This design comes from an exercise in tuning for small area, a short achievable clock period and few clock cycles per item on the open sky130 flow, not from production work. Only simulation tests tie the RTL to the original design; equivalence was not proved.

Design psg_fir, start of the top module:
module psg_fir (
    input  wire               clk,
    input  wire               rst,
    input  wire [15:0]        step,
    input  wire               wr_en,
    input  wire [3:0]         wr_addr,
    input  wire [7:0]         wr_data,
    input  wire               pull,
    output reg                ready,
    output reg                sample_valid,
    output reg  signed [15:0] sample
);
export LEC_CHECK = 0
export CAP_MARGIN = 20
export CORE_MARGIN = 2
export CORE_UTILIZATION = 60
export SLEW_MARGIN = 20
create_clock -name core_clock -period 12.0 [get_ports {clk}]
run.sh (not shown) runs the stock make flow with config.mk's settings and CLKGATE_MAP_FILE= SYNTH_SCRIPT=/design/flow/synth_recipe.tcl, a recipe that flattens the netlist after the stock synthesis.
Testbench counts at the start, summed over its fixed seeds: cycles 16,884, items 2,400.
Rerun with:
--- a/flow/design.v
+++ b/flow/design.v
@@ -445,39 +445,41 @@
     localparam [8*P-1:0] VWS = {8'd23, 8'd26, 8'd30, 8'd31, 8'd31, 8'd31};
     localparam [P-1:0]   RFS = 6'b111000;
     integer i, j;
     reg        rst_q;
     reg        wr_q;            
     reg [3:0]  wa_q;
     reg [7:0]  wd_q;
     reg        pull_q;
     reg [15:0] step_q;
+    reg [17:0] step3;
     wire in_wr   = wr_en & ready & ~rst;
     wire in_pull = pull & ready & ~rst;
     wire apply;                 
     always @(posedge clk) begin
         rst_q  <= rst;
         if (in_wr) begin
             wa_q <= wr_addr;
             wd_q <= wr_data;
         end
         wr_q   <= ~rst & (in_wr | (wr_q & ~apply));
         pull_q <= in_pull;
         step_q <= step;
+        step3  <= {2'b00, step_q} + {1'b0, step_q, 1'b0};
     end
     reg [LMW:0] clr_cnt;
     wire        clr = (clr_cnt != 0);
     reg [15:0] ph;
     reg        gh, gv, bv;
     reg [7:0]  gm, bm;
     wire [16:0] s1 = {1'b0, ph} + {1'b0, step_q};
     wire [17:0] s2 = {2'b00, ph} + {1'b0, step_q, 1'b0};
-    wire [17:0] s3 = {2'b00, ph} + {2'b00, step_q} + {1'b0, step_q, 1'b0};
+    wire [17:0] s3 = {2'b00, ph} + step3;
     wire [18:0] s4 = {3'b000, ph} + {1'b0, step_q, 2'b00};
     wire [3:0]  kq = {s4[18:16] != {1'b0, s3[17:16]},
                       s3[17:16] != s2[17:16],
                       s2[17:16] != {1'b0, s1[16]},
                       s1[16]};
     reg  [7:0] cur;
     reg        act, pend;
     reg  [2:0] occ;           
     wire       start = (pull_q | pend) & bv & ~wr_q & ~act;
@@ -540,27 +542,24 @@
     reg signed [14:0] dg;
     reg [2:0]     tg;
     reg [13:0]    lev_e;
     wire        e_dv  = q_dv[rp];
     wire        e_end = q_end[rp];
     wire [13:0] e_mix = q_mix[rp];
     reg         qne, grp0, grp1, lm0;     
     wire        do_end = grp0 & pend_end & lm0;
     wire        pop   = qne & ((grp1 & ~pend_end) | do_end);
-    wire [QW:0]   qn_0  = qn - pop;
-    wire [QW:0]   qn_n  = push ? qn_0 + 1'b1 : qn_0;
-    wire          qne_n = push | (pop ? (qn >= 2) : (qn >= 1));
-    wire [2:0]    occ_0 = occ + do_slot - pop - vb;
+    wire [QW:0]   qn_n  = qn + push - pop;
     wire [LMW:0]  grp_n = (pop & e_dv) ? G : (grp0 ? 0 : grp - 1'b1);
     wire [LMW-1:0] lm_n = (do_end || lm == G - 1) ? 0 : lm + 1'b1;
     wire signed [14:0] dnew = $signed({1'b0, e_mix}) - $signed({1'b0, lev_e});
     reg           ev1, ev2;
-    reg signed [14:0] d1a, d1b, d1c;
+    reg signed [14:0] d1;
     reg [13:0]    l1, l2;
     always @(posedge clk) begin
         if (rst)
             ready <= 1'b0;
         else
             ready <= ~rst_q & (clr_cnt <= 1) & ok_next;
         if (rst_q) begin
             clr_cnt <= G;
             ph <= 16'd0; gh <= 1'b0; gv <= 1'b0; bv <= 1'b0;
@@ -588,46 +587,44 @@
             end
             pend <= (pull_q | pend) & ~start;
             if (do_slot) begin
                 cur    <= wrest;
                 act    <= ~last;
             end else if (start) begin
                 cur    <= bm;
                 act    <= 1'b1;
             end
-            occ <= push ? occ_0 + 1'b1 : occ_0;
+            occ <= occ + do_slot - pop - drop;
             va <= do_slot; ka <= tick; la <= last; ta <= tpos;
             vb <= va; kb <= ka; lb <= la; tb <= ta; ab <= amp;
             if (vb & kb) lev_p <= mixc;
             if (vb) begin       
-                q_mix[wp] <= kb ? mixc : lev_p;    
+                q_mix[wp] <= chg ? mixc : lev_p;
                 q_t[wp] <= tb; q_dv[wp] <= chg; q_end[wp] <= lb;
             end
             if (push) wp <= (wp == CAP - 1) ? 0 : wp + 1'b1;
             if (pop) rp <= (rp == CAP - 1) ? 0 : rp + 1'b1;
             qn  <= qn_n;
-            qne <= qne_n;
+            qne <= (qn_n != 0);
             grp  <= grp_n;
             grp0 <= (grp_n == 0);
             grp1 <= (grp_n <= 1);
             if (do_end) pend_end <= 1'b0;
             if (pop) begin
                 dg       <= dnew;
                 tg       <= q_t[rp];
                 lev_e    <= e_mix;
                 pend_end <= e_end;
             end
             lm  <= lm_n;
             lm0 <= (lm_n == 0);
             ev1 <= do_end;
-            d1a <= dg;
-            d1b <= grp0 ? 15'sd0 : dg;
-            d1c <= grp0 ? -15'sd1 : dg;
+            d1  <= dg;
             l1  <= lev_e;
             ev2 <= ev1; l2 <= l1;
         end
     end
     function [31:0] booth_k(input integer nd);    
         integer q;
         reg [31:0] s;
         begin
             s = 32'd0;
@@ -650,19 +647,18 @@
             if (k == 0) fir_rom0 u_rom (.lm(lm), .t(tg), .c(c));
             if (k == 1) fir_rom1 u_rom (.lm(lm), .t(tg), .c(c));
             if (k == 2) fir_rom2 u_rom (.lm(lm), .t(tg), .c(c));
             if (k == 3) fir_rom3 u_rom (.lm(lm), .t(tg), .c(c));
             if (k == 4) fir_rom4 u_rom (.lm(lm), .t(tg), .c(c));
             if (k == 5) fir_rom5 u_rom (.lm(lm), .t(tg), .c(c));
             assign head[k] = s[G-1];
             reg  [VWK-1:0] r [0:8];
             reg  [15:0]    m;
-            wire signed [14:0] d1 = (k < 2) ? d1a : (k < 4) ? d1b : d1c;
             reg            one, two, neg;
             always @(*) begin
                 for (j = 0; j < 9; j = j + 1)
                     r[j] = {VWK{1'b0}};
                 r[ND] = KC[VWK-1:0];
                 for (j = 0; j < ND; j = j + 1) begin
                     one = c1[3*j];
                     two = c1[3*j+1];
                     neg = c1[3*j+2];
What happened: Final cell count goes up by about 3%. Cell area hardly moves. Register-to-register slack got worse by 0.45 ns. Area after synthesis hardly moves. Core utilization barely changes. Die area is about the same. Sequential share of layout area goes down by 0.70 points. Flip-flop and latch count goes down by 14. Setup slack got worse by 0.35 ns.
Testbench counts after the change, summed over its fixed seeds: cycles 16,884, items 2,400.

[what the ideal ports hide]
The results above use ideal ports. As a check the final layouts listed here were re-extracted and re-timed, cells and wires unchanged.
Step 1 sets driving cells, clkbuf_16 on the clock port and buf_2 on the other inputs (assumed; they add their load-dependent delay and slew).
Step 2 times the ports against the registers' clock, not the clock port: input delays grow and output delays shrink by t, the midpoint of the rising clock arrivals with the driver on.
Slacks: ideal / step 1 / step 2; pairs: ideal / step 1.
| run | t, ns | setup slack, ns | hold WS [ns] | worst register clock-pin slew, ns | worst slew at a driven data input, ns |
|---|---|---|---|---|---|
| the first run | 0.879 | 7.878 / 7.789 / 7.623 | 0.311 / 0.311 / 0.311 | 0.08 / 0.08 | 0.14 |
| the second run | 0.879 | 7.529 / 7.529 / 7.529 | 0.291 / 0.291 / 0.291 | 0.07 / 0.07 | 0.06 |
After both steps every run listed still meets setup and hold. The setup slack of the first run, which loses most, moves by -0.089 ns with the drivers and by -0.255 ns with both steps.
